From an optimization exercise on the open Yosys and OpenROAD flow, aimed at small area, a short achievable clock period and few clock cycles; shortcuts taken in it are not production practice.
No run shown here included a check of the RTL's function; only the layout flow was run.
Power and IR drop assume default switching activity.

### flow/design.v
module anc_w334_to_gump (
    input  wire        clk,
    input  wire        rst,
    input  wire        in_valid,
    output wire        in_ready,
    input  wire [31:0] in_data,
    input  wire        in_two,
    input  wire        in_last,
    input  wire [12:0] in_loc,
    output wire        out_valid,
    input  wire        out_ready,
    output wire [31:0] out_data,
    output wire [1:0]  out_cnt
);
    localparam S  = 132;         
    localparam [7:0] SM1 = S - 1;
    localparam [7:0] SM2 = S - 2;
    localparam [7:0] SM3 = S - 3;
    function [7:0] modsub(input [7:0] a, input [7:0] b);
        reg [8:0] d;
        begin
            d = {1'b0, a} - {1'b0, b};
            modsub = d[8] ? d[7:0] + S : d[7:0];
        end
    endfunction
    reg  [15:0] ring [0:S-1];
    wire [15:0] rw = ring[S-1];      
    wire [15:0] rt = ring[S-2];      
    reg  [7:0] now;                  
    wire [7:0] now_inc = (now == SM1) ? 8'd0 : now + 8'd1;
    reg [12:0] q_loc0, q_loc1, q_loc2;
    reg [7:0]  q_th1, q_th2;
    reg [1:0]  q_cnt;
    reg [7:0]  hage;
    wire q_head = (q_cnt != 2'd0);
    wire patch  = q_head && (hage[2:0] == 3'd0);       
    wire patch0 = patch && (hage[7:3] == 5'd0);
    wire h_tap  = q_head && (hage == SM1);             
    reg  [7:0] p_r;                  
    reg  [7:0] occ;                  
    reg  [5:0] ccnt;                 
    reg  [7:0] rj;                   
    reg  [7:0] rlast;                
    reg        rpar;                 
    reg  [7:0] rsum;
    reg  [6:0] rline;
    reg        ovalid;
    reg  [15:0] odata;
    reg        ocnt;
    wire r_start = (rj == 8'd0);
    wire c_z     = (ccnt == 6'd0);
    wire r_byp   = r_start && c_z && h_tap;
    wire r_ok    = !r_start || !c_z || h_tap;
    wire occ_z   = (occ == 8'd0);
    wire rd_pre  = (p_r == SM2) && !occ_z && r_ok;
    wire rd      = rd_pre && (!ovalid || out_ready);
    wire r_fin   = (rj == rlast) && (rj[7:2] != 6'd0 || rj[1:0] == 2'd3);
    wire [12:0] rloc = c_z ? q_loc0 : rt[12:0];
    wire [7:0]  rsum_a = rsum + rt[7:0];
    wire [7:0]  rsum_b = rsum_a + rt[15:8];
    reg        in_ready_r;
    reg  [7:0] p_w;                  
    reg  [8:0] wcount;               
    reg  [7:0] lo;                   
    reg        flushp;               
    reg  [7:0] dc;
    reg  [7:0] th;                   
    reg  [7:0] nsw;                  
    reg        rej_r;                
    reg  [7:0] e_th;
    reg  [7:0] e_nsw;
    assign in_ready = in_ready_r;
    wire take = in_valid && in_ready_r;
    wire [7:0] wa = in_data[7:0];
    wire [7:0] wb = in_data[23:16];
    wire       has_lo  = wcount[0];
    wire       discard = (wcount >= 9'd262);
    wire       w_at    = (p_w == SM1);
    wire       nsw_z   = (nsw == 8'd0);
    wire eq1  = (wcount == {1'b0, dc} + 9'd6);
    wire eq2  = (wcount == {1'b0, dc} + 9'd5);
    wire dc_k = (wcount >= 9'd6);
    wire w5   = (wcount == 9'd5);
    wire len_ok = dc_k ? (in_two ? eq2 : eq1) : (w5 && in_two && (wa == 8'd0));
    wire end_pkt = take && in_last;
    wire reject  = end_pkt && (discard || !len_ok);
    wire accept  = end_pkt && !reject;
    wire bw       = has_lo || in_two || in_last;        
    wire wr_beat  = take && !discard && bw;
    wire occ_S    = (occ == S);
    wire wr_flush = flushp && !rej_r && w_at && !occ_S;
    wire wr       = wr_beat || wr_flush;
    wire [15:0] wslot = has_lo ? {wa, lo} : {wb, wa};
    always @(posedge clk)
        ring[0] <= wr_beat ? wslot : (patch0 ? {rw[15:13], q_loc0} : rw);
    genvar gi;
    generate
        for (gi = 1; gi < S; gi = gi + 1) begin : g_ring
            if (gi % 8 == 0) begin : g_patch
                always @(posedge clk)
                    ring[gi] <= (patch && hage[7:3] == gi / 8) ?
                                {ring[gi-1][15:13], q_loc0} : ring[gi-1];
            end else begin : g_plain
                always @(posedge clk)
                    ring[gi] <= ring[gi-1];
            end
        end
    endgenerate
    wire       pop   = patch || (rd && r_byp);
    wire [7:0] hpos  = modsub(now, e_th);              
    wire [7:0] occ_p1 = occ + 8'd1;
    wire [7:0] occ_m1 = occ - 8'd1;
    wire [7:0] occ_r  = occ - e_nsw;                   
    wire [7:0] occ_rm = occ_r - 8'd1;
    wire [7:0] occ_n  = rej_r ? (rd ? occ_rm : occ_r) :
                        (wr && !rd) ? occ_p1 :
                        (rd && !wr) ? occ_m1 : occ;
    wire occ_1   = (occ == 8'd1);
    wire occ_Sm1 = (occ == SM1);
    wire empty_n = rej_r ? ((occ_r == 8'd0) || ((occ_r == 8'd1) && rd)) :
                   (occ_z && (wr == rd)) || (occ_1 && rd && !wr);
    wire full_n  = rej_r ? ((occ_r == S) && !rd) :
                   (occ_S && (wr == rd)) || (occ_Sm1 && wr && !rd);
    wire flushp_n = (flushp && !wr_flush && !rej_r) || (accept && has_lo && in_two);
    wire realign  = empty_n && (end_pkt || (nsw_z && !wr_beat)) && !flushp_n;
    wire [7:0] p_w_inc = (p_w == SM1) ? 8'd0 : p_w + 8'd1;
    wire [7:0] p_r_inc = (p_r == SM1) ? 8'd0 : p_r + 8'd1;
    wire       w_at_n  = realign || (rej_r ? (hpos == SM1) : (wr || (p_w == SM2)));
    wire [8:0] wc_p1 = wcount + 9'd1;
    wire [8:0] wc_p2 = wcount + 9'd2;
    wire       disc_n = !end_pkt && (discard || (take && ((wcount >= 9'd261) ||
                                                          (wcount == 9'd260 && in_two))));
    wire q3 = (q_cnt == 2'd3);
    wire q2 = (q_cnt == 2'd2);
    wire qfull_n = (q3 && (accept == pop)) || (q2 && accept && !pop);
    wire [7:0] hage_inc = (hage == SM1) ? 8'd0 : hage + 8'd1;
    wire [7:0] age_1    = modsub(now_inc, q_th1);      
    wire [7:0] age_new  = modsub(now_inc, th);         
    wire [1:0] q_left   = q_cnt - {1'b0, pop};         
    wire [7:0] hage_n   = (pop && q_cnt != 2'd1) ? age_1 :
                          (q_left == 2'd0)        ? age_new : hage_inc;
    always @(posedge clk) begin
        if (rst) begin
            now        <= 8'd0;
            q_cnt      <= 2'd0;
            p_r        <= SM1;
            p_w        <= SM1;
            occ        <= 8'd0;
            ccnt       <= 6'd0;
            rj         <= 8'd0;
            ovalid     <= 1'b0;
            wcount     <= 9'd0;
            flushp     <= 1'b0;
            nsw        <= 8'd0;
            rej_r      <= 1'b0;
            in_ready_r <= 1'b1;
        end else begin
            now <= now_inc;
            if (pop) begin
                q_loc0 <= q_loc1;  q_loc1 <= q_loc2;
                q_th1  <= q_th2;
            end
            if (accept) begin
                case (q_left)
                    2'd0: q_loc0 <= in_loc;
                    2'd1: begin q_loc1 <= in_loc; q_th1 <= th; end
                    default: begin q_loc2 <= in_loc; q_th2 <= th; end
                endcase
            end
            q_cnt <= q_left + {1'b0, accept};
            hage  <= hage_n;
            if (patch && !(rd && r_start && !r_byp))
                ccnt <= ccnt + 6'd1;
            else if (!patch && rd && r_start && !r_byp)
                ccnt <= ccnt - 6'd1;
            if (out_ready)
                ovalid <= 1'b0;
            if (rd) begin
                ovalid <= 1'b1;
                ocnt   <= 1'b1;
                rj     <= r_fin ? 8'd0 : rj + 8'd1;
                case (rj)
                    8'd0: begin
                        odata <= {2'b10, rloc[11], rloc[12], rloc[10:7], 8'hFF};
                        rline <= rloc[6:0];
                    end
                    8'd1: begin
                        odata <= {rt[15:8], 1'b0, rline};
                        rsum  <= rt[15:8];
                    end
                    8'd2: begin
                        odata <= rt;
                        rsum  <= rsum_b;
                        rlast <= {1'b0, rt[15:9]} + 8'd3;
                        rpar  <= rt[8];
                    end
                    default: begin
                        rsum <= rsum_b;
                        if (!r_fin)
                            odata <= rt;
                        else if (rpar)
                            odata <= {rsum_a, rt[7:0]};
                        else begin
                            odata <= {8'h00, rsum};
                            ocnt  <= 1'b0;
                        end
                    end
                endcase
            end
            occ <= occ_n;
            if (take)
                lo <= has_lo ? wb : wa;
            if (take && w5)
                dc <= wa;
            if (take && in_two && (wcount == 9'd4))
                dc <= wb;
            if (wr_beat && nsw_z)
                th <= now;
            if (end_pkt) begin
                e_th  <= nsw_z ? now : th;
                e_nsw <= wr_beat ? nsw + 8'd1 : nsw;
            end
            if (end_pkt)
                wcount <= 9'd0;
            else if (take && !discard)
                wcount <= in_two ? wc_p2 : wc_p1;
            if (end_pkt)
                nsw <= 8'd0;
            else if (wr_beat)
                nsw <= nsw + 8'd1;
            flushp <= flushp_n;
            rej_r  <= reject;
            if (realign)
                p_w <= SM1;
            else if (rej_r)
                p_w <= hpos;
            else if (!wr)
                p_w <= p_w_inc;
            if (realign)
                p_r <= SM1;
            else if (!rd)
                p_r <= p_r_inc;
            in_ready_r <= !reject && (disc_n || (w_at_n && !full_n && !flushp_n && !qfull_n));
        end
    end
    assign out_valid = ovalid;
    assign out_data  = {16'b0, odata};
    assign out_cnt   = {1'b0, ocnt};
endmodule
### flow/run.sh
#!/bin/bash
# synth_recipe.tcl (not shown) runs the flow's synth.tcl, then flattens the netlist and writes it again
# the make line also repeats each setting of config.mk as NAME=value (left out here)
make -C /OpenROAD-flow-scripts/flow DESIGN_CONFIG=/design/flow/config.mk WORK_HOME=/design/flow/orfs CLKGATE_MAP_FILE= SYNTH_SCRIPT=/design/flow/synth_recipe.tcl finish
### flow/config.mk
export PLATFORM = sky130hd
export DESIGN_NAME = anc_w334_to_gump
export DESIGN_NICKNAME = anc_w334_to_gump
export VERILOG_FILES = /design/flow/design.v
export SDC_FILE = /design/flow/constraint.sdc
export NUM_CORES = 4
export LEC_CHECK = 0
export CAP_MARGIN = 20
export CORE_MARGIN = 2
export CORE_UTILIZATION = 40
export SLEW_MARGIN = 20
### flow/constraint.sdc
create_clock -name core_clock -period 10.0 [get_ports {clk}]
set_input_delay 2.0000 -clock core_clock [delete_from_list [all_inputs] [get_ports {clk}]]
set_output_delay 2.0000 -clock core_clock [all_outputs]
set_load 0.01 [all_outputs]
==> results of run 1 <==
==> cells in the final DEF (no fill, tap or decap), types with 8 or more instances in the layout <==
cell type | Yosys | final
dfxtp_1 | 2181 | 2181
mux2_2 | 233 | 233
clkbuf_16 | 0 | 206
nand2_1 | 161 | 161
edfxtp_1 | 144 | 144
nor2_1 | 138 | 136
ha_1 | 85 | 85
xnor2_1 | 84 | 84
a21oi_1 | 81 | 81
inv_1 | 81 | 81
o21ai_0 | 65 | 65
clkdlybuf4s50_1 | 0 | 53
mux2i_1 | 47 | 47
clkbuf_8 | 0 | 44
xor2_1 | 42 | 42
clkbuf_1 | 53 | 42
nand3_1 | 38 | 38
nor2b_1 | 31 | 31
nor3_1 | 35 | 31
a211oi_1 | 26 | 26
buf_4 | 19 | 26
clkinv_2 | 0 | 23
nand4_1 | 19 | 19
a31oi_1 | 18 | 18
and2_1 | 17 | 17
conb_1 | 1 | 17
bufinv_16 | 0 | 15
nand2b_1 | 13 | 13
and3_1 | 13 | 13
nor4_1 | 12 | 12
a21o_1 | 12 | 12
nor3b_1 | 11 | 11
nor4b_1 | 10 | 10
clkinvlp_4 | 0 | 9
a221oi_1 | 8 | 8
o21a_1 | 8 | 8
clkinv_16 | 0 | 8
==> synthesized netlist by cell type (12+ instances only) <==
library cell and number:
o21ai_0 65, edfxtp_1 144, dfxtp_1 2181, inv_1 81, a21o_1 12, a21oi_1 81, a211oi_1 26, buf_2 12
nand2b_1 13, xnor2_1 84, buf_1 32, nand2_1 161, ha_1 85, mux2_2 233, nor3_1 35, clkbuf_1 53
a31oi_1 18, mux2i_1 47, nor2_1 138, nand4_1 19, and3_1 13, nor2b_1 31, xor2_1 42, nor4_1 12
buf_4 19, nand3_1 38, and2_1 17
==> worst min-delay path by stage <==
stage                     slack [ps]    startpoint           end  cells after the start
after floorplan                  310   ring[99][0]  ring[100][0]                      0
after global placement           310  ring[41][11]  ring[42][11]                      0
after detailed placement         310  ring[129][7]  ring[130][7]                      0
after global routing             310    ring[5][1]    ring[6][1]                      0
final                            300   ring[61][5]   ring[62][5]                      0
after CTS                        300    ring[4][5]    ring[5][5]                      0
==> per-layer routing <==
metal	vias up	GRT usage [%]
li1	13100	-
met4	8	4.40
met3	164	3.29
met2	505	18.0
met5	-	0
met1	12700	18.3
==> power breakdown <==
group          internal, mW  leakage (nW)  switching, mW  total [mW]
registers              10.1          19.1          0.211        10.3
clock network          4.55          3.42           3.33        7.88
logic                 0.284          4.98          0.376       0.660
total                  14.9          27.5           3.92        18.8
==> worst reg2reg max path: stages (launching register included) <==
cell     delay [ps]
dfxtp_1         430
inv_1           130
ha_1            250
or3b_1          410
or3_1           420
nand4_2         210
nor4_1           90
nor2_2          120
buf_4           420
inv_2           370
ha_1            330
xnor2_1         360
nand2_1         430
or2_2           640
nor2_1          180
a21oi_1          50
==> sequential cells by signal, summed over array words and instances (netlist names), 9 cells and up <==
name and count:
odata 16, q_loc0 13, q_loc1 13, q_loc2 13
ring 2112, wcount 9
==> logic make-up (layout without fill, tap and decap cells) <==
group | after synthesis | in the layout | share of synthesized area (%)
compound gates | 286 | 286 | 3.13
xor+xnor | 126 | 126 | 1.88
buf+inv | 204 | 532 | 1.49
mux | 280 | 280 | 5.26
other cells | 1 | 17 | 0.00638
fa+ha+maj | 92 | 92 | 2.05
flops | 2325 | 2325 | 81.6
simple gates | 539 | 539 | 4.57
==> cell type report <==
type	count	area [um^2]	area share, %
inverters	85	322	0.470
well taps	1917	2400	3.50
clock buffers	292	5920	8.64
flip-flops and latches	2325	48000	70.1
clock inverters	76	1110	1.62
repair buffers	79	726	1.06
multi-input cells	1340	10000	14.6
==> summary.md, run 1 <==
| Metric | Value |
|---|---|
| Final hold violation count | 0 |
| Crit-path slowest cell | or2_2 |
| Via density per instance | 4.34 |
| # setup viols final | 0 |
| GP Congestion | 0.844 |
| Ports | 87 |
| Final Slew Violations | 0 |
| WL met1 | 48600 um |
| First-pass GRT wire length | 148000 um |
| Placed Area | 61500 um^2 |
| Initial Utilization | 40.3% |
| Post-synthesis cell count | 3853 |
| N_diodes | 0 |
| Final Util | 47.0% |
| Drt drc | 0 |
| Crit path DAT | 5850 ps |
| Unique masters post-synth | 83 |
| P per Cell Area | 275 nW/um^2 |
| Crit-path max FO | 26 |
| Vias in the first global route | 26200 |
| Reg2Reg Launch Point | occ[1] |
| Critical Path Max Stage Delay | 640 ps |
| Post-synth EDFFs | 144 |
| Reg2Reg Capture Point | q_loc0[5] |
| Core area | 146000 um^2 |
| Core Rows | 140 |
| Clock sinks | 2325 |
| Outcome | complete, no violations |
| Post-CTS sizing | 0 |
| Layout cells sized above 1 | 14.7% |
| Post-layout minimum cycle time | 5340 ps |
| Post-CTS Setup Bufs | 0 |
| Antenna violations before repair | 9 |
| Top cell type by total area after synthesis | dfxtp_1 |
| Worst endpoint required time | 10510 ps |
| FMAX | 187 MHz |
| DR WL met3 | 5230 um |
| # port buffers | 53 |
| Avg Cell Area, Syn | 15.3 um^2 |
| Register-to-Register Path Depth | 15 |
| Final TNS setup | 0 ps |
| Largest net degree at the start of global routing | 51 |
| Least-Margin Pin Slew | 1140 ps |
| Max Used Layer | met5 |
| Clk slew on worst S/H paths | 60 ps |
| WL met2 | 38300 um |
| Setup CP Type | primary input to flop |
| Antenna Nets Post-Route | 0 |
| Fin nets | 4174 |
| Skew-Pair Late Insertion Delay | 810 ps |
| Critical path depth | 13 |
| Crit. End Element | flop |
| VDD IR max | 191 uV |
| Critical path startpoint | out_ready |
| Area delta synth->final | 16.5% |
| Final cell count without fillers | 6114 |
| Synth Register Bits | 2325 |
| Leakage | 27.5 nW |
| Total GRT Usage | 12.6% |
| Post-CTS Hold Fix Bufs | 0 |
| Pwr Total | 18.8 mW |
| Cell family with most CP delay | simple AND/OR/NAND/NOR gates |
| Root Driver | clkbuf_16 |
| Drt initial violations | 1403 |
| H-tree Lvls | 4 |
| Inst Count DP | 5746 |
| Routed WL | 94200 um |
| Synth Flop Type | dfxtp_1 |
| Startpoint types | primary input |
| DR vias | 26500 |
| Ys Warns | 2 |
| Die ar. | 150000 um^2 |
| Clock Path Buffers | 3 |
| Post-route setup slack | 4660 ps |
| Async set or reset register ratio after synthesis | 0% |
| RSZ-0062 raised after global routing | no |
| WHS | 301 ps |
| Synth top area share | 74.3% |
| Tcrit/Tclk final | 53.4% |
| Reg2reg setup slack | 4880 ps |
| Die Wd | 387 um |
| Die height | 387 um |
| Slew margin rel. | 23.6% |
| Final Skew | 32.4 ps |
| Crit path capture | q_loc0[5] |
| Grt total ovfl | 0 |
| Critical path buffer and inverter count | 3 |
| Max Cap Viol | 0 |
| Dpl hpwl | 56200 um |
| CTS tree | built |
| Worst slack, placed | 3840 ps |
| Worst hold path class | flop to flop |
| Area contributors post-synth | dfxtp_1, edfxtp_1, mux2_2, ha_1, xnor2_1 |
| CTS buffer count | 200 |
| Pre-Repair DR Iteration Count | 5 |
| Cells along the critical path | clkdlybuf4s50_1, nand2b_1, nand4_2, nor4_1, nor2_2, buf_4, inv_2, ha_1, xnor2_1, nand2_1, or2_2, nor2_1, a21oi_1 |
| Fillers | 12600 |
| Sequential area share after synthesis | 81.6% |
| Cell Area, Synth | 58800 um^2 |
| Routed len/inst | 15.4 um |
| Post-route cell area | 68500 um^2 |
==> run 2: changes to the inputs <==
--- a/flow/design.v
+++ b/flow/design.v
@@ -33,4 +33,5 @@
     reg [1:0]  q_cnt;
     reg [7:0]  hage;
+    reg        hread;            
     wire q_head = (q_cnt != 2'd0);
     wire patch  = q_head && (hage[2:0] == 3'd0);       
@@ -107,5 +108,9 @@
         end
     endgenerate
-    wire       pop   = patch || (rd && r_byp);
+    wire       pop   = patch;
+    wire       c_inc = patch && !hread;
+    wire       c_dec = rd && r_start && !r_byp;
+    wire [5:0] ccnt_p1 = ccnt + 6'd1;
+    wire [5:0] ccnt_m1 = ccnt - 6'd1;
     wire [7:0] hpos  = modsub(now, e_th);              
     wire [7:0] occ_p1 = occ + 8'd1;
@@ -149,4 +154,5 @@
             ccnt       <= 6'd0;
             rj         <= 8'd0;
+            hread      <= 1'b0;
             ovalid     <= 1'b0;
             wcount     <= 9'd0;
@@ -170,8 +176,12 @@
             q_cnt <= q_left + {1'b0, accept};
             hage  <= hage_n;
-            if (patch && !(rd && r_start && !r_byp))
-                ccnt <= ccnt + 6'd1;
-            else if (!patch && rd && r_start && !r_byp)
-                ccnt <= ccnt - 6'd1;
+            if (c_inc && !c_dec)
+                ccnt <= ccnt_p1;
+            else if (c_dec && !c_inc)
+                ccnt <= ccnt_m1;
+            if (pop)
+                hread <= 1'b0;
+            else if (rd && r_byp)
+                hread <= 1'b1;
             if (out_ready)
                 ovalid <= 1'b0;
--- a/flow/config.mk
+++ b/flow/config.mk
@@ -8,4 +8,4 @@
 export CAP_MARGIN = 20
 export CORE_MARGIN = 2
-export CORE_UTILIZATION = 40
+export CORE_UTILIZATION = 65
 export SLEW_MARGIN = 20
==> run 2 against run 1 <==
Against the previous run: register-to-register slack better by 500 ps; sequential cell count up 1; clock-buffer cell count up 13; combinational power up 31%; clock skew up 9.1 ps; global-route usage up 10 points; highest routed layer is now met4; critical path type unchanged; core utilization up 28 points; non-clock buffer count unchanged; area after synthesis about the same; maximum frequency down 3.0%; routed wire length up 10%.
==> summary.md, run 2 <==
| Metric | Value |
|---|---|
| Least-Margin Pin Slew | 1160 ps (was 1140 ps) |
| Die ar. | 92900 um^2 (was 150000 um^2) |
| Crit. End Element | flop (unchanged) |
| Top cell type by total area after synthesis | dfxtp_1 (unchanged) |
| Largest net degree at the start of global routing | 52 (was 51) |
| H-tree Lvls | 4 (unchanged) |
| Fillers | 5256 (was 12600) |
| Synth Flop Type | dfxtp_1 (unchanged) |
| Ys Warns | 2 (unchanged) |
| Dpl hpwl | 57600 um (was 56200 um) |
| Crit path DAT | 6020 ps (was 5850 ps) |
| # port buffers | 53 (unchanged) |
| Clock sinks | 2326 (was 2325) |
| Outcome | complete, no violations (unchanged) |
| Synth top area share | 74.3% (about the same) |
| Clk slew on worst S/H paths | 60 ps (about the same) |
| # setup viols final | 0 (unchanged) |
| Leakage | 27.2 nW (was 27.5 nW) |
| Commonest non-fill, non-tap cells in the layout | dfxtp_1, mux2_2, clkbuf_16, nand2_1, edfxtp_1 (unchanged) |
| Post-CTS Hold Fix Bufs | 0 (unchanged) |
| Root Driver | clkbuf_16 (unchanged) |
| Layout cells sized above 1 | 14.3% (was 14.7%) |
| Post-synth EDFFs | 144 (unchanged) |
| VDD IR max | 208 uV (was 191 uV) |
| Drt drc | 0 (unchanged) |
| Skew-Pair Late Insertion Delay | 780 ps (was 810 ps) |
| WHS | 298 ps (was 301 ps) |
| Total GRT Usage | 22.8% (was 12.6%) |
| Final hold violation count | 0 (unchanged) |
| Die height | 305 um (was 387 um) |
| Unique masters post-synth | 85 (was 83) |
| CTS tree | built (unchanged) |
| Synth Register Bits | 2326 (was 2325) |
| Slew margin rel. | 22.7% (was 23.6%) |
| Final TNS setup | 0 ps (unchanged) |
| Avg Cell Area, Syn | 15.3 um^2 (about the same) |
| Die Wd | 305 um (was 387 um) |
| Setup CP Type | primary input to flop (unchanged) |
| Commonest cells in the netlist | dfxtp_1, mux2_2, nand2_1 (unchanged) |
| DR vias | 27000 (was 26500) |
| Post-CTS sizing | 0 (unchanged) |
| First-pass GRT wire length | 163000 um (was 148000 um) |
| Via density per instance | 5.04 (was 4.34) |
| RSZ-0062 raised after global routing | no (unchanged) |
| Final cell count without fillers | 5350 (was 6114) |
| Inst Count DP | 4995 (was 5746) |
| Post-CTS Setup Bufs | 0 (unchanged) |
| Worst endpoint required time | 10520 ps (was 10510 ps) |
| Top-count cell post-synth | dfxtp_1 (unchanged) |
| Startpoint types | primary input (unchanged) |
| Drt initial violations | 1558 (was 1403) |
| Antenna violations before repair | 5 (was 9) |
| Sequential area share after synthesis | 81.7% (was 81.6%) |
| Routed len/inst | 19.4 um (was 15.4 um) |
| Vias in the first global route | 28800 (was 26200) |
| Max Cap Viol | 0 (unchanged) |
| Reg with most FFs | ring (unchanged) |
| Grt total ovfl | 0 (unchanged) |
| Post-route setup slack | 4500 ps (was 4660 ps) |
| Largest regs | ring x2112, odata x16 (unchanged) |
| Number of flip-flops under the largest register name | 2112 (unchanged) |
| Clock Path Buffers | 3 (unchanged) |
| Final Slew Violations | 0 (unchanged) |
| Routed WL | 104000 um (was 94200 um) |
| Tcrit/Tclk final | 55.0% (was 53.4%) |
| Area delta synth->final | 14.0% (was 16.5%) |
| Fin nets | 4162 (was 4174) |
| Async set or reset register ratio after synthesis | 0% (unchanged) |
| Core Rows | 110 (was 140) |
| Worst hold path class | flop to flop (unchanged) |
| Crit-path max FO | 18 (was 26) |
| Antenna Nets Post-Route | 0 (unchanged) |
| Final Skew | 41.4 ps (was 32.4 ps) |
| Pre-Repair DR Iteration Count | 5 (unchanged) |
| CTS buffer count | 197 (was 200) |
| Post-layout minimum cycle time | 5500 ps (was 5340 ps) |
| Core area | 89900 um^2 (was 146000 um^2) |
| Ports | 87 (unchanged) |
| P per Cell Area | 279 nW/um^2 (was 275 nW/um^2) |
| Initial Utilization | 65.4% (was 40.3%) |
| FMAX | 182 MHz (was 187 MHz) |
| Post-synthesis cell count | 3840 (was 3853) |
| Commonest non-fill, non-tap cell in the layout | dfxtp_1 (unchanged) |
| Cell Area, Synth | 58800 um^2 (about the same) |
| GP Congestion | 0.848 (was 0.844) |
| Area contributors post-synth | dfxtp_1, edfxtp_1, mux2_2, ha_1, xnor2_1 (unchanged) |
| Final Util | 74.5% (was 47.0%) |
| Worst slack, placed | 3750 ps (was 3840 ps) |
run 2: changes by cell type in the layout (fill, tap and decap cells not counted), moves of 7 or more:
cell,previous run,this run
a21oi_1,81,57
nor2_1,136,123
clkbuf_1,42,60
bufinv_16,15,7
nand2_1,161,189
nor3b_1,11,4
clkinvlp_4,9,2
mux2_4,0,10
o21ai_0,65,74
mux2i_1,47,34
run 2: per-layer routing:
layer  global-route usage, %  vias to the layer above  part of all wire, %  routed length, um
met2                    38.4                      599                   48              50400
met3                    4.14                      182                  4.6               4730
li1                        -                    13100                    -                  -
met1                    30.3                    13100                   45              46500
met5                       0                        -                    0                  0
met4                    7.23                        0                  2.3               2400
run 2: where the power goes:
part	leakage (nW)	switching, mW	internal [mW]
Clock	3.18	3.25	4.25
Combinational	4.89	0.506	0.357
Sequential	19.1	0.249	10.1
Total	27.2	4.01	14.7
run 2: worst paths after layout:
| check | start | endpoint | slack, ps | cells past startpoint |
|---|---|---|---|---|
| worst max-delay path | in_two | q_loc0[1] | 4500 | 10 |
| worst min-delay path | ring[27][9] | ring[28][9] | 300 | 0 |
| worst max register to register | hage[5] | p_r[7] | 5380 | 12 |
| worst min register to register | ring[27][9] | ring[28][9] | 300 | 0 |
run 2: area by class of cell:
| type | count | area, um^2 | area share, % |
|---|---|---|---|
| antenna | 1 | 2.50 | 0.00374 |
| sequential | 2326 | 48000 | 71.7 |
| tap | 1176 | 1470 | 2.20 |
| clock buffer | 305 | 5890 | 8.80 |
| multi-input combinational | 1335 | 10000 | 14.9 |
| timing repair buffer | 79 | 726 | 1.08 |
| clock inverter | 49 | 594 | 0.887 |
| inverter | 79 | 297 | 0.443 |
run 2: metrics by stage:
| stage | power, mW | cell area (um^2) |
|---|---|---|
| floorplan | 11.1 | 58800 |
| global placement | 11.3 | 60500 |
| detailed placement | 11.4 | 60500 |
| CTS | 18.9 | 67000 |
| global route | 19.4 | 67000 |
| finish | 18.7 | 67000 |
run 2: critical path, cell delays in order:
cell and delay, ps:
clkdlybuf4s50_1 870, nand2_1 130, o211a_1 190, nor3b_1 360, nand4_1 130, and3_2 260
o41ai_4 500, and2b_1 210, and3_1 930, mux2_2 430
run 2: cell families (layout without fill, tap and decap cells):
group / Yosys count / after routing / synth area share (%)
AO/OA/AOI/OAI: 282 / 282 / 3.17
XOR/XNOR: 131 / 131 / 1.95
adder cells (fa/ha/maj): 93 / 93 / 2.07
buffers and inverters: 195 / 512 / 1.47
flip-flops: 2326 / 2326 / 81.7
multiplexers: 277 / 277 / 5.30
other: 1 / 18 / 0.00638
AND/OR/NAND/NOR: 535 / 535 / 4.37
==> run 3: changes to the inputs <==
--- a/flow/config.mk
+++ b/flow/config.mk
@@ -8,4 +8,4 @@
 export CAP_MARGIN = 20
 export CORE_MARGIN = 2
-export CORE_UTILIZATION = 65
+export CORE_UTILIZATION = 40
 export SLEW_MARGIN = 20
==> run 3 against run 2 <==
Against the previous run: still clean on timing, DRC and antenna; worst hold slack improved by 9.4 ps; clock skew fell by 11 ps; clock power up 1%; setup slack gained 160 ps; routed wire length is 9.7% lower; largest power group unchanged; highest routed layer is now met5.
==> summary.md, run 3 <==
| Metric | Value |
|---|---|
| Outcome | complete, no violations (unchanged) |
| Unique masters post-synth | 85 (unchanged) |
| FMAX | 187 MHz (was 182 MHz) |
| Post-CTS Hold Fix Bufs | 0 (unchanged) |
| Critical Path Max Stage Delay | 860 ps (was 930 ps) |
| Clock sinks | 2326 (unchanged) |
| Slew margin rel. | 27.2% (was 22.7%) |
| Antenna violations before repair | 16 (was 5) |
| Crit path DAT | 5870 ps (was 6020 ps) |
| Sequential area share after synthesis | 81.7% (unchanged) |
| Final TNS setup | 0 ps (unchanged) |
| Routed len/inst | 15.4 um (was 19.4 um) |
| # setup viols final | 0 (unchanged) |
| Skew-Pair Late Insertion Delay | 800 ps (was 780 ps) |
| Area contributors post-synth | dfxtp_1, edfxtp_1, mux2_2, ha_1, xnor2_1 (unchanged) |
| Largest regs | ring x2112, odata x16 (unchanged) |
| Top cell type by total area after synthesis | dfxtp_1 (unchanged) |
| H-tree Lvls | 4 (unchanged) |
| Number of flip-flops under the largest register name | 2112 (unchanged) |
| Post-CTS sizing | 0 (unchanged) |
| Ports | 87 (unchanged) |
| Largest net degree at the start of global routing | 52 (unchanged) |
| CTS tree | built (unchanged) |
| Startpoint types | primary input (unchanged) |
| Commonest non-fill, non-tap cells in the layout | dfxtp_1, mux2_2, clkbuf_16, nand2_1, edfxtp_1 (unchanged) |
| Post-CTS Setup Bufs | 0 (unchanged) |
| Dpl hpwl | 55700 um (was 57600 um) |
| Final Slew Violations | 0 (unchanged) |
| Crit-path slowest cell | clkdlybuf4s50_1 (was and3_1) |
| Drt initial violations | 1107 (was 1558) |
| Layout cells sized above 1 | 14.7% (was 14.3%) |
| Final Util | 46.7% (was 74.5%) |
| Ys Warns | 2 (unchanged) |
| Worst endpoint required time | 10530 ps (was 10520 ps) |
| Initial Utilization | 40.3% (was 65.4%) |
| Commonest cells in the netlist | dfxtp_1, mux2_2, nand2_1 (unchanged) |
| Routed WL | 93900 um (was 104000 um) |
| Post-synthesis cell count | 3840 (unchanged) |
| Commonest non-fill, non-tap cell in the layout | dfxtp_1 (unchanged) |
| Avg Cell Area, Syn | 15.3 um^2 (unchanged) |
| RSZ-0062 raised after global routing | no (unchanged) |
| Die height | 387 um (was 305 um) |
| Pre-Repair DR Iteration Count | 6 (was 5) |
| Register-to-Register Path Depth | 12 (unchanged) |
| Die ar. | 150000 um^2 (was 92900 um^2) |
| Root Driver | clkbuf_16 (unchanged) |
| Total GRT Usage | 12.6% (was 22.8%) |
| Leakage | 27.2 nW (about the same) |
| Clk slew on worst S/H paths | 60 ps (about the same) |
| VDD IR max | 139 uV (was 208 uV) |
| Grt total ovfl | 0 (unchanged) |
| Inst Count DP | 5739 (was 4995) |
| Die Wd | 387 um (was 305 um) |
| Worst slack, placed | 3810 ps (was 3750 ps) |
| P per Cell Area | 275 nW/um^2 (was 279 nW/um^2) |
| GP Congestion | 0.809 (was 0.848) |
| Max Cap Viol | 0 (unchanged) |
| Synth top area share | 74.3% (unchanged) |
| Crit. End Element | flop (unchanged) |
| Final hold violation count | 0 (unchanged) |
| Synth Register Bits | 2326 (unchanged) |
| DR vias | 26500 (was 27000) |
| Final Skew | 30.2 ps (was 41.4 ps) |
| Setup CP Type | primary input to flop (unchanged) |
| Clock Path Buffers | 3 (unchanged) |
| Fillers | 12600 (was 5256) |
| Fin nets | 4165 (was 4162) |
| Area delta synth->final | 15.8% (was 14.0%) |
| Hold depth | 0 (unchanged) |
| Vias in the first global route | 26300 (was 28800) |
| Drt drc | 0 (unchanged) |
| Worst hold path class | flop to flop (unchanged) |
| Pwr Total | 18.7 mW (about the same) |
| Cells along the critical path | clkdlybuf4s50_1, nand2_1, o211a_1, nor3b_1, nand4_1, and3_2, o41ai_4, and2b_1, and3_1, mux2_2 (unchanged) |
| Core area | 146000 um^2 (was 89900 um^2) |
| Post-layout minimum cycle time | 5340 ps (was 5500 ps) |
| Top-count cell post-synth | dfxtp_1 (unchanged) |
| Core Rows | 140 (was 110) |
| # port buffers | 53 (unchanged) |
| Crit-path max FO | 18 (unchanged) |
| Post-synth EDFFs | 144 (unchanged) |
| Cell Area, Synth | 58800 um^2 (unchanged) |
| Antenna Nets Post-Route | 0 (unchanged) |
| Final cell count without fillers | 6100 (was 5350) |
| First-pass GRT wire length | 147000 um (was 163000 um) |
| Post-route setup slack | 4660 ps (was 4500 ps) |
| Async set or reset register ratio after synthesis | 0% (unchanged) |
| Least-Margin Pin Slew | 1090 ps (was 1160 ps) |
| Via density per instance | 4.34 (was 5.04) |
| Synth Flop Type | dfxtp_1 (unchanged) |
| Reg with most FFs | ring (unchanged) |
| CTS buffer count | 197 (unchanged) |
| Tcrit/Tclk final | 53.4% (was 55.0%) |
-- run 3: cell counts after synthesis --
Identical to the previous run, type by type.
-- run 3: through the flow --
stage,hold slack (ps),instance area (um^2)
after floorplan,310,58800
after global placement,310,61400
after detailed placement,312,61400
after CTS,304,68100
after global routing,314,68100
final,308,68100
-- run 3: power breakdown --
part	total, mW	internal (mW)	switching (mW)
clock network	7.58	4.34	3.24
logic	0.838	0.356	0.482
registers	10.3	10.1	0.219
-- run 3: cell type report --
class	count	area, um^2	share of cell area, %
clock inverters	74	895	1.31
diodes	2	5.00	0.00735
well taps	1917	2400	3.52
flip-flops and latches	2326	48000	70.5
inverters	79	297	0.436
clock buffers	285	5730	8.41
repair buffers	82	748	1.10
multi-input cells	1335	10000	14.7
-- run 3: final timing paths --
path                                   start      endpoint  slack [ps]
worst min-delay path            ring[126][7]  ring[127][7]         310
worst max-delay path                  in_two     q_loc0[0]        4660
worst max register to register       hage[5]        p_r[3]        5410
worst min register to register  ring[126][7]  ring[127][7]         310
-- run 3: metal layers --
metal	up-vias	global-route usage [%]	part of all wire (%)
met1	12700	18.0	51
li1	13100	-	-
met2	465	18.1	41
met3	191	2.88	4.7
met5	-	0	0.043
met4	6	5.42	3.1
-- run 3: kinds of logic after synthesis --
group,Yosys count,share of synthesized area (%)
xor gates and xnor gates,131,1.95
adders and majority gates,93,2.07
and+or+nand+nor,535,4.37
buffers and inverters,195,1.47
other,1,0.00638
muxes,277,5.30
DFF,2326,81.7
AOI/OAI and AO/OA,282,3.17
-- run 3: critical path: cells and delay by family --
family,cells,cell delay (ps)
AOI/OAI and AO/OA,2,730
buffers and inverters,1,860
muxes,1,410
and+or+nand+nor,6,1840
==> run 4: changes to the inputs <==
--- a/flow/config.mk
+++ b/flow/config.mk
@@ -6,6 +6,8 @@
 export NUM_CORES = 4
 export LEC_CHECK = 0
+export ABC_CLOCK_PERIOD_IN_PS = 3000
 export CAP_MARGIN = 20
 export CORE_MARGIN = 2
 export CORE_UTILIZATION = 40
+export SETUP_SLACK_MARGIN = 5
 export SLEW_MARGIN = 20
==> run 4 against run 3 <==
Against the previous run: non-clock buffer count unchanged; maximum frequency grew 13%; die area unchanged; power up 2.1%; final cell count about the same; register-to-register slack better by 180 ps; synthesized cell count unchanged; clock skew is 0.50 ps lower; via count fell by 0.10%; critical endpoint is now p_r[0]; highest routed layer unchanged.
==> summary.md, run 4 <==
| Metric | Value |
|---|---|
| Commonest non-fill, non-tap cells in the layout | dfxtp_1, mux2_2, clkbuf_16, nand2_1, edfxtp_1 (unchanged) |
| Post-synth EDFFs | 144 (unchanged) |
| Initial Utilization | 40.3% (unchanged) |
| FMAX | 212 MHz (was 187 MHz) |
| Synth Flop Type | dfxtp_1 (unchanged) |
| Leakage | 27.5 nW (was 27.2 nW) |
| Antenna Nets Post-Route | 0 (unchanged) |
| Critical path buffer and inverter count | 3 (was 1) |
| Post-synthesis cell count | 3840 (unchanged) |
| Cell Area, Synth | 58800 um^2 (unchanged) |
| Worst endpoint required time | 10670 ps (was 10530 ps) |
| GP Congestion | 0.780 (was 0.809) |
| Crit-path max FO | 15 (was 18) |
| Cell family with most CP delay | compound AO/OA/AOI/OAI gates (was simple AND/OR/NAND/NOR gates) |
| Compound-Gate Fraction of Synth Area | 3.17% (unchanged) |
| DR vias | 26400 (was 26500) |
| CTS buffer count | 198 (was 197) |
| Largest regs | ring x2112, odata x16 (unchanged) |
| Avg Cell Area, Syn | 15.3 um^2 (unchanged) |
| Cells along the critical path | clkdlybuf4s50_1, inv_1, a221oi_2, nand2_1, inv_1, ha_1, nand2_1, a211oi_1, a41oi_1, a211oi_2, or2_1, a211o_1 (was clkdlybuf4s50_1, nand2_1, o211a_1, nor3b_1, nand4_1, and3_2, o41ai_4, and2b_1, and3_1, mux2_2) |
| Grt total ovfl | 0 (unchanged) |
| Total GRT Usage | 12.7% (was 12.6%) |
| Fillers | 12600 (about the same) |
| Synth top area share | 74.3% (unchanged) |
| Crit path DAT | 5400 ps (was 5870 ps) |
| Antenna violations before repair | 20 (was 16) |
| Critical Path Max Stage Delay | 580 ps (was 860 ps) |
| Post-route cell area | 68600 um^2 (was 68100 um^2) |
| First-pass GRT wire length | 148000 um (was 147000 um) |
| Number of flip-flops under the largest register name | 2112 (unchanged) |
| Final TNS setup | 0 ps (unchanged) |
| Slew margin rel. | 37.2% (was 27.2%) |
| Post-Synth XOR/XNOR Area | 1.95% (unchanged) |
| # port buffers | 53 (unchanged) |
| Via density per instance | 4.33 (was 4.34) |
| Dpl hpwl | 55900 um (was 55700 um) |
| RSZ-0062 raised after global routing | no (unchanged) |
| Crit. End Element | flop (unchanged) |
| Final Slew Violations | 0 (unchanged) |
| Setup CP Type | primary input to flop (unchanged) |
| Pre-Repair DR Iteration Count | 5 (was 6) |
| Multiplexer share of the synthesized area | 5.30% (unchanged) |
| Core Rows | 140 (unchanged) |
| Fin nets | 4166 (was 4165) |
| Clk slew on worst S/H paths | 60 ps (about the same) |
| Final Util | 47.0% (was 46.7%) |
| Outcome | complete, no violations (unchanged) |
| Vias in the first global route | 26000 (was 26300) |
| Area contributors post-synth | dfxtp_1, edfxtp_1, mux2_2, ha_1, xnor2_1 (unchanged) |
| Root Driver | clkbuf_16 (unchanged) |
| Die height | 387 um (unchanged) |
| Tcrit/Tclk final | 47.2% (was 53.4%) |
| Reg with most FFs | ring (unchanged) |
| Placed Area | 61500 um^2 (was 61400 um^2) |
| Ports | 87 (unchanged) |
| CTS tree | built (unchanged) |
| Commonest non-fill, non-tap cell in the layout | dfxtp_1 (unchanged) |
| Skew-Pair Late Insertion Delay | 810 ps (was 800 ps) |
| Post-layout minimum cycle time | 4720 ps (was 5340 ps) |
| Layout cells sized above 1 | 15.1% (was 14.7%) |
| Worst slack, placed | 3780 ps (was 3810 ps) |
| Largest net degree at the start of global routing | 52 (unchanged) |
| Largest family of logic cells by synthesized area | multiplexers (unchanged) |
| Top-count cell post-synth | dfxtp_1 (unchanged) |
| # setup viols final | 0 (unchanged) |
| Die ar. | 150000 um^2 (unchanged) |
| Worst hold path class | flop to flop (unchanged) |
| Ys Warns | 2 (unchanged) |
| Clock sinks | 2326 (unchanged) |
| Simple-gate share of the synthesized area | 4.37% (unchanged) |
| Least-Margin Pin Slew | 940 ps (was 1090 ps) |
| Die Wd | 387 um (unchanged) |
| Unique masters post-synth | 85 (unchanged) |
| Drt drc | 0 (unchanged) |
| Commonest cells in the netlist | dfxtp_1, mux2_2, nand2_1 (unchanged) |
| H-tree Lvls | 4 (unchanged) |
| Final Skew | 29.7 ps (was 30.2 ps) |
| Top cell type by total area after synthesis | dfxtp_1 (unchanged) |
| Area delta synth->final | 16.6% (was 15.8%) |
| Final hold violation count | 0 (unchanged) |
| Routed WL | 94900 um (was 93900 um) |
| Reg2reg setup slack | 5590 ps (was 5410 ps) |
| Routed len/inst | 15.5 um (was 15.4 um) |
| Crit-path slowest cell | a221oi_2 (was clkdlybuf4s50_1) |
| Post-route setup slack | 5280 ps (was 4660 ps) |
| Core area | 146000 um^2 (unchanged) |
| Sequential area share after synthesis | 81.7% (unchanged) |
| VDD IR max | 190 uV (was 139 uV) |
| P per Cell Area | 279 nW/um^2 (was 275 nW/um^2) |
| Synth Register Bits | 2326 (unchanged) |
| Max Cap Viol | 0 (unchanged) |
| Drt initial violations | 1245 (was 1107) |
| Post-Synth Adder-Cell Area | 2.07% (unchanged) |
| Async set or reset register ratio after synthesis | 0% (unchanged) |
| Startpoint types | primary input (unchanged) |
| Clock Path Buffers | 3 (unchanged) |
| Pwr Total | 19.1 mW (was 18.7 mW) |
run 4: path summary, 6_finish.rpt:
path | depth (start not counted) | to | start
hold / removal | 0 | ring[125][9] | ring[124][9]
setup reg to reg | 12 | p_r[0] | hage[5]
setup / recovery | 12 | p_r[0] | out_ready
hold reg to reg | 0 | ring[125][9] | ring[124][9]
run 4: layer usage:
layer,global-route usage (%),up-vias,routed length [um],part of all wire (%)
met3,2.68,164,4500,4.7
met5,0,-,41,0.043
met1,18.4,12700,48200,51
met4,4.74,6,2260,2.4
li1,-,13100,-,-
met2,18.6,480,39900,42
run 4: worst reg2reg max path, stage by stage (launching register included):
cell and delay [ps]:
edfxtp_1 620, nor2_1 530, nand4_1 330, o2111ai_1 600, nand2_1 150, inv_1 440
ha_1 320, nand2_1 90, a211oi_1 80, a41oi_1 210, a211oi_2 90, or2_1 500
a211o_1 370
run 4: area by class of cell:
| class | count | area [um^2] | share of cell area (%) |
|---|---|---|---|
| diodes | 1 | 2.50 | 0.00365 |
| repair buffers | 82 | 748 | 1.09 |
| clock inverters | 71 | 1160 | 1.70 |
| flip-flops and latches | 2326 | 48000 | 70.0 |
| well taps | 1917 | 2400 | 3.50 |
| multi-input cells | 1335 | 10000 | 14.6 |
| inverters | 79 | 297 | 0.433 |
| clock buffers | 291 | 5920 | 8.64 |
run 4: logic make-up (layout without fill, tap and decap cells):
family | after synthesis | in the layout
AOI/OAI and AO/OA | 282 | 282
xor gates and xnor gates | 131 | 131
adders and majority gates | 93 | 93
buffers and inverters | 195 | 523
DFF | 2326 | 2326
muxes | 277 | 277
other | 1 | 18
and+or+nand+nor | 535 | 535
run 4: through the flow:
step	hold WS (ps)	cells
finish	298	6102
global placement	310	5739
CTS	297	6101
floorplan	310	3856
global route	306	6101
detailed placement	312	5739
run 4: power breakdown:
group | total, mW | switching, mW | internal [mW]
clock network | 7.98 | 3.30 | 4.68
logic | 0.842 | 0.484 | 0.358
registers | 10.3 | 0.216 | 10.1
run 4: what timing repair did:
| item | CTS | global route |
|---|---|---|
| setup endpoints to repair | 13 | 30 |
| resized for setup | 2 | 4 |
| setup buffers | 0 | 0 |
| hold buffers | 0 | 0 |
==> run 5: changes to the inputs <==
--- a/flow/design.v
+++ b/flow/design.v
@@ -69,10 +69,14 @@
     reg  [7:0] nsw;                  
     reg        rej_r;                
-    reg  [7:0] e_th;
-    reg  [7:0] e_nsw;
+    reg        ibv;
+    reg  [7:0] ib_a, ib_b;
+    reg        ib_two, ib_last;
+    reg [12:0] ib_loc;
     assign in_ready = in_ready_r;
     wire take = in_valid && in_ready_r;
-    wire [7:0] wa = in_data[7:0];
-    wire [7:0] wb = in_data[23:16];
+    wire [7:0] wa = ib_a;
+    wire [7:0] wb = ib_b;
+    wire       in2 = ib_two;
+    wire       inl = ib_last;
     wire       has_lo  = wcount[0];
     wire       discard = (wcount >= 9'd262);
@@ -83,11 +87,14 @@
     wire dc_k = (wcount >= 9'd6);
     wire w5   = (wcount == 9'd5);
-    wire len_ok = dc_k ? (in_two ? eq2 : eq1) : (w5 && in_two && (wa == 8'd0));
-    wire end_pkt = take && in_last;
+    wire len_ok = dc_k ? (in2 ? eq2 : eq1) : (w5 && in2 && (wa == 8'd0));
+    wire occ_S    = (occ == S);
+    wire q_full   = (q_cnt == 2'd3);
+    wire can_proc = !rej_r && !flushp && !q_full && (discard || (w_at && !occ_S));
+    wire consume  = ibv && can_proc;
+    wire end_pkt = consume && inl;
     wire reject  = end_pkt && (discard || !len_ok);
     wire accept  = end_pkt && !reject;
-    wire bw       = has_lo || in_two || in_last;        
-    wire wr_beat  = take && !discard && bw;
-    wire occ_S    = (occ == S);
+    wire bw       = has_lo || in2 || inl;               
+    wire wr_beat  = consume && !discard && bw;
     wire wr_flush = flushp && !rej_r && w_at && !occ_S;
     wire wr       = wr_beat || wr_flush;
@@ -113,30 +120,28 @@
     wire [5:0] ccnt_p1 = ccnt + 6'd1;
     wire [5:0] ccnt_m1 = ccnt - 6'd1;
-    wire [7:0] hpos  = modsub(now, e_th);              
+    wire [7:0] hpos  = modsub(now, th);                
     wire [7:0] occ_p1 = occ + 8'd1;
     wire [7:0] occ_m1 = occ - 8'd1;
-    wire [7:0] occ_r  = occ - e_nsw;                   
+    wire [7:0] occ_r  = occ - nsw;                     
     wire [7:0] occ_rm = occ_r - 8'd1;
     wire [7:0] occ_n  = rej_r ? (rd ? occ_rm : occ_r) :
                         (wr && !rd) ? occ_p1 :
                         (rd && !wr) ? occ_m1 : occ;
-    wire occ_1   = (occ == 8'd1);
     wire occ_Sm1 = (occ == SM1);
-    wire empty_n = rej_r ? ((occ_r == 8'd0) || ((occ_r == 8'd1) && rd)) :
-                   (occ_z && (wr == rd)) || (occ_1 && rd && !wr);
-    wire full_n  = rej_r ? ((occ_r == S) && !rd) :
-                   (occ_S && (wr == rd)) || (occ_Sm1 && wr && !rd);
-    wire flushp_n = (flushp && !wr_flush && !rej_r) || (accept && has_lo && in_two);
-    wire realign  = empty_n && (end_pkt || (nsw_z && !wr_beat)) && !flushp_n;
+    wire full_n  = !rej_r && ((occ_S && (wr == rd)) || (occ_Sm1 && wr && !rd));
+    wire flushp_n = (flushp && !wr_flush && !rej_r) || (accept && has_lo && in2);
+    wire [7:0] nsw_n = (accept || rej_r) ? 8'd0 : wr_beat ? nsw + 8'd1 : nsw;
+    wire realign  = occ_z && !wr && !rej_r && (nsw_n == 8'd0) && !flushp_n;
     wire [7:0] p_w_inc = (p_w == SM1) ? 8'd0 : p_w + 8'd1;
     wire [7:0] p_r_inc = (p_r == SM1) ? 8'd0 : p_r + 8'd1;
-    wire       w_at_n  = realign || (rej_r ? (hpos == SM1) : (wr || (p_w == SM2)));
+    wire [7:0] p_w_n   = realign ? SM1 : rej_r ? hpos : wr ? p_w : p_w_inc;
     wire [8:0] wc_p1 = wcount + 9'd1;
     wire [8:0] wc_p2 = wcount + 9'd2;
-    wire       disc_n = !end_pkt && (discard || (take && ((wcount >= 9'd261) ||
-                                                          (wcount == 9'd260 && in_two))));
-    wire q3 = (q_cnt == 2'd3);
-    wire q2 = (q_cnt == 2'd2);
-    wire qfull_n = (q3 && (accept == pop)) || (q2 && accept && !pop);
+    wire [8:0] wcount_n = end_pkt ? 9'd0 :
+                          (consume && !discard) ? (in2 ? wc_p2 : wc_p1) : wcount;
+    wire [1:0] q_cnt_n  = q_cnt - {1'b0, pop} + {1'b0, accept};
+    wire ibv_n      = take || (ibv && !consume);
+    wire can_proc_n = !reject && !flushp_n && (q_cnt_n != 2'd3) &&
+                      ((wcount_n >= 9'd262) || ((p_w_n == SM1) && !full_n));
     wire [7:0] hage_inc = (hage == SM1) ? 8'd0 : hage + 8'd1;
     wire [7:0] age_1    = modsub(now_inc, q_th1);      
@@ -160,4 +165,5 @@
             nsw        <= 8'd0;
             rej_r      <= 1'b0;
+            ibv        <= 1'b0;
             in_ready_r <= 1'b1;
         end else begin
@@ -169,10 +175,10 @@
             if (accept) begin
                 case (q_left)
-                    2'd0: q_loc0 <= in_loc;
-                    2'd1: begin q_loc1 <= in_loc; q_th1 <= th; end
-                    default: begin q_loc2 <= in_loc; q_th2 <= th; end
+                    2'd0: q_loc0 <= ib_loc;
+                    2'd1: begin q_loc1 <= ib_loc; q_th1 <= th; end
+                    default: begin q_loc2 <= ib_loc; q_th2 <= th; end
                 endcase
             end
-            q_cnt <= q_left + {1'b0, accept};
+            q_cnt <= q_cnt_n;
             hage  <= hage_n;
             if (c_inc && !c_dec)
@@ -219,37 +225,32 @@
             end
             occ <= occ_n;
-            if (take)
+            ibv <= ibv_n;
+            if (consume)
                 lo <= has_lo ? wb : wa;
-            if (take && w5)
+            if (consume && w5)
                 dc <= wa;
-            if (take && in_two && (wcount == 9'd4))
+            if (consume && in2 && (wcount == 9'd4))
                 dc <= wb;
             if (wr_beat && nsw_z)
                 th <= now;
-            if (end_pkt) begin
-                e_th  <= nsw_z ? now : th;
-                e_nsw <= wr_beat ? nsw + 8'd1 : nsw;
-            end
-            if (end_pkt)
-                wcount <= 9'd0;
-            else if (take && !discard)
-                wcount <= in_two ? wc_p2 : wc_p1;
-            if (end_pkt)
-                nsw <= 8'd0;
-            else if (wr_beat)
-                nsw <= nsw + 8'd1;
+            wcount <= wcount_n;
+            nsw    <= nsw_n;
             flushp <= flushp_n;
             rej_r  <= reject;
-            if (realign)
-                p_w <= SM1;
-            else if (rej_r)
-                p_w <= hpos;
-            else if (!wr)
-                p_w <= p_w_inc;
+            p_w <= p_w_n;
             if (realign)
                 p_r <= SM1;
             else if (!rd)
                 p_r <= p_r_inc;
-            in_ready_r <= !reject && (disc_n || (w_at_n && !full_n && !flushp_n && !qfull_n));
+            in_ready_r <= !ibv_n || can_proc_n;
+        end
+    end
+    always @(posedge clk) begin
+        if (in_ready_r) begin
+            ib_a    <= in_data[7:0];
+            ib_b    <= in_data[23:16];
+            ib_two  <= in_two;
+            ib_last <= in_last;
+            ib_loc  <= in_loc;
         end
     end
--- a/flow/config.mk
+++ b/flow/config.mk
@@ -6,8 +6,6 @@
 export NUM_CORES = 4
 export LEC_CHECK = 0
-export ABC_CLOCK_PERIOD_IN_PS = 3000
 export CAP_MARGIN = 20
 export CORE_MARGIN = 2
 export CORE_UTILIZATION = 40
-export SETUP_SLACK_MARGIN = 5
 export SLEW_MARGIN = 20
==> run 5 against run 4 <==
Against the previous run: sequential cell count grew 16; setup slack lost 230 ps; sequential power is essentially flat; routed wire length grew 2.3%; die area grew 1.3%; power grew 2.4%.
==> summary.md, run 5 <==
| Metric | Value |
|---|---|
| Clk slew on worst S/H paths | 60 ps (about the same) |
| Dpl hpwl | 56900 um (was 55900 um) |
| Fillers | 12700 (was 12600) |
| Grt total ovfl | 0 (unchanged) |
| Worst endpoint required time | 10680 ps (was 10670 ps) |
| Post-route setup slack | 5040 ps (was 5280 ps) |
| Critical path depth | 16 (was 12) |
| Number of flip-flops under the largest register name | 2112 (unchanged) |
| CTS tree | built (unchanged) |
| Area contributors post-synth | dfxtp_1, edfxtp_1, mux2_2, ha_1, mux2i_1 (was dfxtp_1, edfxtp_1, mux2_2, ha_1, xnor2_1) |
| Clock Path Buffers | 3 (unchanged) |
| Leakage | 27.7 nW (was 27.5 nW) |
| Cell family with most CP delay | simple AND/OR/NAND/NOR gates (was compound AO/OA/AOI/OAI gates) |
| Tcrit/Tclk final | 49.6% (was 47.2%) |
| Least-Margin Pin Slew | 1140 ps (was 940 ps) |
| Synth Flop Type | dfxtp_1 (unchanged) |
| Die ar. | 152000 um^2 (was 150000 um^2) |
| Die height | 390 um (was 387 um) |
| Register-to-Register Path Depth | 16 (was 12) |
| Routed len/inst | 15.7 um (was 15.5 um) |
| Synth top area share | 73.4% (was 74.3%) |
| Cell mode on critical path | ha_1 |
| FMAX | 202 MHz (was 212 MHz) |
| Antenna Nets Post-Route | 0 (unchanged) |
| Reg power frac | 53.5% (was 53.9%) |
| GP Congestion | 0.783 (was 0.780) |
| Fin nets | 4234 (was 4166) |
| Startpoint types | flop (was primary input) |
| Setup CP Type | flop to flop (was primary input to flop) |
| # setup viols final | 0 (unchanged) |
| Die Wd | 390 um (was 387 um) |
| Critical path startpoint | occ[3] (was out_ready) |
| Sw frac | 21.7% (was 20.9%) |
| Cells along the critical path | or4_1, nor4b_1, a311oi_1, nand2_1, buf_4, ha_1, inv_1, ha_1, a21o_1, a21oi_1, nor2b_1, o21a_1, o41a_1, mux2i_1, a31oi_1, mux2_1 (was clkdlybuf4s50_1, inv_1, a221oi_2, nand2_1, inv_1, ha_1, nand2_1, a211oi_1, a41oi_1, a211oi_2, or2_1, a211o_1) |
| Part of the power in combinational logic | 5.3% (was 4.4%) |
| Core area | 148000 um^2 (was 146000 um^2) |
| Skew-Pair Late Insertion Delay | 810 ps (about the same) |
| Layout cells sized above 1 | 14.7% (was 15.1%) |
| Crit-path max FO | 13 (was 15) |
| VDD IR max | 178 uV (was 190 uV) |
| Routed WL | 97100 um (was 94900 um) |
| Final Slew Violations | 0 (unchanged) |
| Commonest cells in the netlist | dfxtp_1, mux2_2, nor2_1 (was dfxtp_1, mux2_2, nand2_1) |
| Crit path DAT | 5640 ps (was 5400 ps) |
| Clock share of power | 41.2% (was 41.7%) |
| Ys Warns | 2 (unchanged) |
| Max Cap Viol | 0 (unchanged) |
| Drt drc | 0 (unchanged) |
| First-pass GRT wire length | 151000 um (was 148000 um) |
| Reg2Reg Capture Point | occ[7] (was p_r[0]) |
| Commonest non-fill, non-tap cells in the layout | dfxtp_1, mux2_2, clkbuf_16, nor2_1, edfxtp_1 (was dfxtp_1, mux2_2, clkbuf_16, nand2_1, edfxtp_1) |
| Avg Cell Area, Syn | 15.2 um^2 (was 15.3 um^2) |
| # port buffers | 53 (unchanged) |
| Ports | 87 (unchanged) |
| Drt initial violations | 1290 (was 1245) |
| Area delta synth->final | 16.6% (about the same) |
| RSZ-0062 raised after global routing | no (unchanged) |
| H-tree Lvls | 4 (unchanged) |
| Core Rows | 141 (was 140) |
| Slew margin rel. | 23.1% (was 37.2%) |
| Clock sinks | 2342 (was 2326) |
| Post-CTS Hold Fix Bufs | 0 (unchanged) |
| Pre-Repair DR Iteration Count | 5 (unchanged) |
| Critical Path Max Stage Delay | 860 ps (was 580 ps) |
| Cell Area, Synth | 59600 um^2 (was 58800 um^2) |
| Reg with most FFs | ring (unchanged) |
| Top cell type by total area after synthesis | dfxtp_1 (unchanged) |
| Post-layout minimum cycle time | 4960 ps (was 4720 ps) |
| Worst slack, placed | 4440 ps (was 3780 ps) |
| Initial Utilization | 40.3% (about the same) |
| Final Util | 47.0% (about the same) |
| Via density per instance | 4.36 (was 4.33) |
| P per Cell Area | 282 nW/um^2 (was 279 nW/um^2) |
| Internal Dissipation | 15.3 mW (was 15.1 mW) |
| Largest regs | ring x2112, odata x16 (unchanged) |
| Outcome | complete, no violations (unchanged) |
| Post-CTS sizing | 0 (was 2) |
| NetSw | 4.26 mW (was 4.00 mW) |
| Unique masters post-synth | 87 (was 85) |
| Crit path capture | occ[7] (was p_r[0]) |
| Post-CTS Setup Bufs | 0 (unchanged) |
| Reg2reg setup slack | 5040 ps (was 5590 ps) |
| DR vias | 27000 (was 26400) |
| Antenna violations before repair | 8 (was 20) |
| Reg2Reg Launch Point | occ[3] (was hage[5]) |
| Final Skew | 54.7 ps (was 29.7 ps) |
| Final hold violation count | 0 (unchanged) |
| Total GRT Usage | 12.8% (was 12.7%) |
| Post-synth EDFFs | 159 (was 144) |
| Async set or reset register ratio after synthesis | 0% (unchanged) |
| Top-count cell post-synth | dfxtp_1 (unchanged) |
| Final TNS setup | 0 ps (unchanged) |
| Commonest non-fill, non-tap cell in the layout | dfxtp_1 (unchanged) |
| Worst hold path class | flop to flop (unchanged) |
| Sequential area share after synthesis | 81.4% (was 81.7%) |
| Root Driver | clkbuf_16 (unchanged) |
| Crit. End Element | flop (unchanged) |
| Post-synthesis cell count | 3909 (was 3840) |
| Crit-path slowest cell | nor4b_1 (was a221oi_2) |
| Vias in the first global route | 26600 (was 26000) |
| Synth Register Bits | 2342 (was 2326) |
| CTS buffer count | 205 (was 198) |
| Critical path buffer and inverter count | 2 (was 3) |
| Largest net degree at the start of global routing | 46 (was 52) |
-- run 5: changes by cell type in the layout (fill, tap and decap cells not counted), sizes merged, moves of 14 or more --
cell,delta
mux2,-23
mux2i,+39
nor2,+37
a21oi,+62
nand3,+17
edfxtp,+15
a31oi,-14
nand2,-58
clkinv,+29
o21ai,-30
-- run 5: area by class of cell --
| class | count | area [um^2] | area share (%) |
|---|---|---|---|
| antenna | 1 | 2.50 | 0.00360 |
| clock buffer | 284 | 5920 | 8.52 |
| clock inverter | 99 | 1290 | 1.86 |
| inverter | 71 | 267 | 0.384 |
| multi-input combinational | 1386 | 10400 | 14.9 |
| sequential | 2342 | 48500 | 69.8 |
| tap | 1930 | 2410 | 3.48 |
| timing repair buffer | 83 | 756 | 1.09 |
-- run 5: kinds of logic (layout without fill, tap and decap cells) --
kind of cell / count (synthesis) / count (layout) / share of synthesized area [%]
simple gates: 536 / 536 / 4.42
compound gates: 329 / 329 / 3.64
fa+ha+maj: 94 / 94 / 2.08
buf+inv: 197 / 537 / 1.39
flops: 2342 / 2342 / 81.4
mux: 293 / 293 / 5.39
other cells: 1 / 18 / 0.00629
xor+xnor: 117 / 117 / 1.72
-- run 5: worst min path at each step --
stage / start / endpoint / slack, ps / depth (start not counted)
after floorplan: ring[99][0] / ring[100][0] / 310 / 0
after global placement: ring[12][9] / ring[13][9] / 310 / 0
after detailed placement: ring[108][15] / ring[109][15] / 310 / 0
after CTS: ring[20][1] / ring[21][1] / 290 / 0
after global routing: ring[35][10] / ring[36][10] / 290 / 0
final: ring[20][1] / ring[21][1] / 280 / 0
-- run 5: metal layers --
layer / share of wire (%) / wire length, um / global-route usage (%) / up-vias
met3: 5.1 / 4920 / 3.05 / 170
met4: 2.4 / 2320 / 4.42 / 0
met5: 0 / 0 / 0 / -
li1: - / - / - / 13400
met2: 41 / 40000 / 18.6 / 513
met1: 51 / 49800 / 18.6 / 12900
-- run 5: power groups by stage --
stage                     Combinational [mW]  Clock [mW]  Sequential, mW
after floorplan                        0.814           0            10.6
after global placement                  1.05           0            10.7
after detailed placement                1.05           0            10.7
after CTS                               1.06        8.29            10.5
after global routing                    1.18        8.67            10.6
final                                   1.05        8.07            10.5
-- run 5: metrics by stage --
step                cells  hold WS, ps  power, mW  cell area [um^2]
floorplan            3925          310       11.4             59600
global placement     5812          310       11.7             62300
detailed placement   5812          312       11.7             62300
CTS                  6195          286       19.8             69500
global route         6195          286       20.4             69500
finish               6196          282       19.6             69500
==> run 6: changes to the inputs <==
--- a/flow/config.mk
+++ b/flow/config.mk
@@ -6,6 +6,8 @@
 export NUM_CORES = 4
 export LEC_CHECK = 0
+export ABC_CLOCK_PERIOD_IN_PS = 3000
 export CAP_MARGIN = 20
 export CORE_MARGIN = 2
 export CORE_UTILIZATION = 40
+export SETUP_SLACK_MARGIN = 5
 export SLEW_MARGIN = 20
==> run 6 against run 5 <==
Against the previous run: combinational power hardly changed; highest routed layer unchanged; critical path depth is 1 lower; global-route usage stayed put; sequential cell count stayed put; power hardly changed.
==> summary.md, run 6 <==
| Metric | Value |
|---|---|
| Top cell type by total area after synthesis | dfxtp_1 (unchanged) |
| Unique masters post-synth | 87 (unchanged) |
| Avg Cell Area, Syn | 15.2 um^2 (unchanged) |
| Critical Path Max Stage Delay | 440 ps (was 860 ps) |
| Initial Utilization | 40.3% (unchanged) |
| Cell Area, Synth | 59600 um^2 (unchanged) |
| Post-CTS Hold Fix Bufs | 0 (unchanged) |
| CTS tree | built (unchanged) |
| Core area | 148000 um^2 (unchanged) |
| # setup viols final | 0 (unchanged) |
| Pwr Total | 19.6 mW (about the same) |
| Reg2Reg Capture Point | occ[7] (unchanged) |
| Pre-Repair DR Iteration Count | 5 (unchanged) |
| Via density per instance | 4.36 (about the same) |
| Register-to-Register Path Depth | 16 (unchanged) |
| Fin nets | 4234 (unchanged) |
| Ports | 87 (unchanged) |
| Antenna Nets Post-Route | 0 (unchanged) |
| Final Slew Violations | 0 (unchanged) |
| Hold depth | 0 (unchanged) |
| Clk slew on worst S/H paths | 60 ps (about the same) |
| FMAX | 215 MHz (was 202 MHz) |
| Min-Delay Startpoint | ring[20][1] (unchanged) |
| Synth Flop Type | dfxtp_1 (unchanged) |
| Crit-path max FO | 13 (unchanged) |
| Total GRT Usage | 12.8% (unchanged) |
| Layout cells sized above 1 | 14.8% (was 14.7%) |
| Cells along the critical path | clkdlybuf4s50_1, nand2b_1, nand2_1, buf_4, ha_1, inv_1, ha_1, a21o_1, a21oi_1, nor2b_1, o21a_1, o41a_1, mux2i_1, a31oi_1, mux2_1 (was or4_1, nor4b_1, a311oi_1, nand2_1, buf_4, ha_1, inv_1, ha_1, a21o_1, a21oi_1, nor2b_1, o21a_1, o41a_1, mux2i_1, a31oi_1, mux2_1) |
| Die height | 390 um (unchanged) |
| Worst slack, placed | 4440 ps (unchanged) |
| Commonest cells in the netlist | dfxtp_1, mux2_2, nor2_1 (unchanged) |
| Clock Path Buffers | 3 (unchanged) |
| Final Util | 47.0% (about the same) |
| # port buffers | 53 (unchanged) |
| VDD IR max | 179 uV (was 178 uV) |
| Commonest non-fill, non-tap cell in the layout | dfxtp_1 (unchanged) |
| Antenna violations before repair | 8 (unchanged) |
| Async set or reset register ratio after synthesis | 0% (unchanged) |
| Worst hold path class | flop to flop (unchanged) |
| P per Cell Area | 282 nW/um^2 (about the same) |
| Ys Warns | 2 (unchanged) |
| Grt total ovfl | 0 (unchanged) |
| Die Wd | 390 um (unchanged) |
| Least-Margin Pin Slew | 1170 ps (was 1140 ps) |
| Outcome | complete, no violations (unchanged) |
| Reg with most FFs | ring (unchanged) |
| Area contributors post-synth | dfxtp_1, edfxtp_1, mux2_2, ha_1, mux2i_1 (unchanged) |
| DR vias | 27000 (about the same) |
| Largest regs | ring x2112, odata x16 (unchanged) |
| Worst endpoint required time | 10680 ps (about the same) |
| Cell family with most CP delay | compound AO/OA/AOI/OAI gates (was simple AND/OR/NAND/NOR gates) |
| Synth top area share | 73.4% (unchanged) |
| Leakage | 27.7 nW (about the same) |
| Area delta synth->final | 16.7% (was 16.6%) |
| H-tree Lvls | 4 (unchanged) |
| Core Rows | 141 (unchanged) |
| Root Driver | clkbuf_16 (unchanged) |
| Top-count cell post-synth | dfxtp_1 (unchanged) |
| Final TNS setup | 0 ps (unchanged) |
| GP Congestion | 0.783 (unchanged) |
| Reg2Reg Launch Point | occ[3] (unchanged) |
| Post-route cell area | 69500 um^2 (about the same) |
| Die ar. | 152000 um^2 (unchanged) |
| Routed len/inst | 15.7 um (about the same) |
| Final cell count without fillers | 6196 (unchanged) |
| Cell mode on critical path | ha_1 (unchanged) |
| Inst Count DP | 5812 (unchanged) |
| Setup CP Type | primary input to flop (was flop to flop) |
| RSZ-0062 raised after global routing | no (unchanged) |
| Hold EP | ring[21][1] (unchanged) |
| Number of flip-flops under the largest register name | 2112 (unchanged) |
[run 6: cell types whose count changed in the layout (fill, tap and decap cells not counted)]
cell | previous run | this run
a311oi_1 | 4 | 3
a311oi_2 | 1 | 2
nor4_2 | 2 | 1
nor4_4 | 1 | 2
nor4b_1 | 7 | 6
nor4b_2 | 0 | 1
[run 6: metal layers]
| metal | up-vias | wire length [um] | share of wire (%) | GRT usage [%] |
|---|---|---|---|---|
| li1 | 13400 | - | - | - |
| met1 | 12900 | 50000 | 51 | 18.6 |
| met2 | 512 | 40100 | 41 | 18.6 |
| met3 | 171 | 4690 | 4.8 | 3.05 |
| met4 | 0 | 2340 | 2.4 | 4.42 |
| met5 | - | 0 | 0 | 0 |
[run 6: logic make-up after synthesis]
kind of cell             after synthesis  share of synthesized area [%]
flip-flops                          2342                           81.4
AND/OR/NAND/NOR                      536                           4.42
AO/OA/AOI/OAI                        329                           3.64
multiplexers                         293                           5.39
buffers and inverters                197                           1.39
XOR/XNOR                             117                           1.72
adder cells (fa/ha/maj)               94                           2.08
other                                  1                        0.00629
[run 6: worst max-delay path by stage]
stage	slack, ps	from	cells after the start	endpoint
6_report	5340	out_ready	15	occ[7]
4_1_cts	5050	occ[3]	16	occ[7]
2_1_floorplan	5170	out_ready	14	occ[7]
5_1_grt	5040	hage[5]	16	occ[7]
3_3_place_gp	4430	out_ready	15	occ[7]
3_5_place_dp	4440	out_ready	15	occ[7]
[run 6: report_power, final]
group | internal (mW) | switching (mW) | total, mW
Combinational | 0.449 | 0.603 | 1.05
Clock | 4.66 | 3.41 | 8.07
Sequential | 10.2 | 0.252 | 10.5
[run 6: worst reg2reg max path, stage by stage, from the launching register on]
cell and delay (ps):
dfxtp_1 390, or4_1 600, nor4b_2 560, a311oi_2 170, nand2_1 120, buf_4 250, ha_1 270, inv_1 180
ha_1 310, a21o_1 180, a21oi_1 220, nor2b_1 70, o21a_1 190, o41a_1 330, mux2i_1 130, a31oi_1 180
mux2_1 330
[run 6: layout make-up]
class,instances,area [um^2]
timing repair buffer,83,756
fill,12700,78300
clock buffer,284,5920
antenna,1,2.50
inverter,71,267
multi-input combinational,1386,10400
tap,1930,2410
sequential,2342,48500
clock inverter,99,1290

Setup slack of run 6, layout unchanged: 5.343 ns with ideal ports, 5.394 ns with driving cells assumed (clock clkbuf_16, inputs buf_2), 4.536 ns with port delays also shifted by the 0.859 ns mid clock arrival.
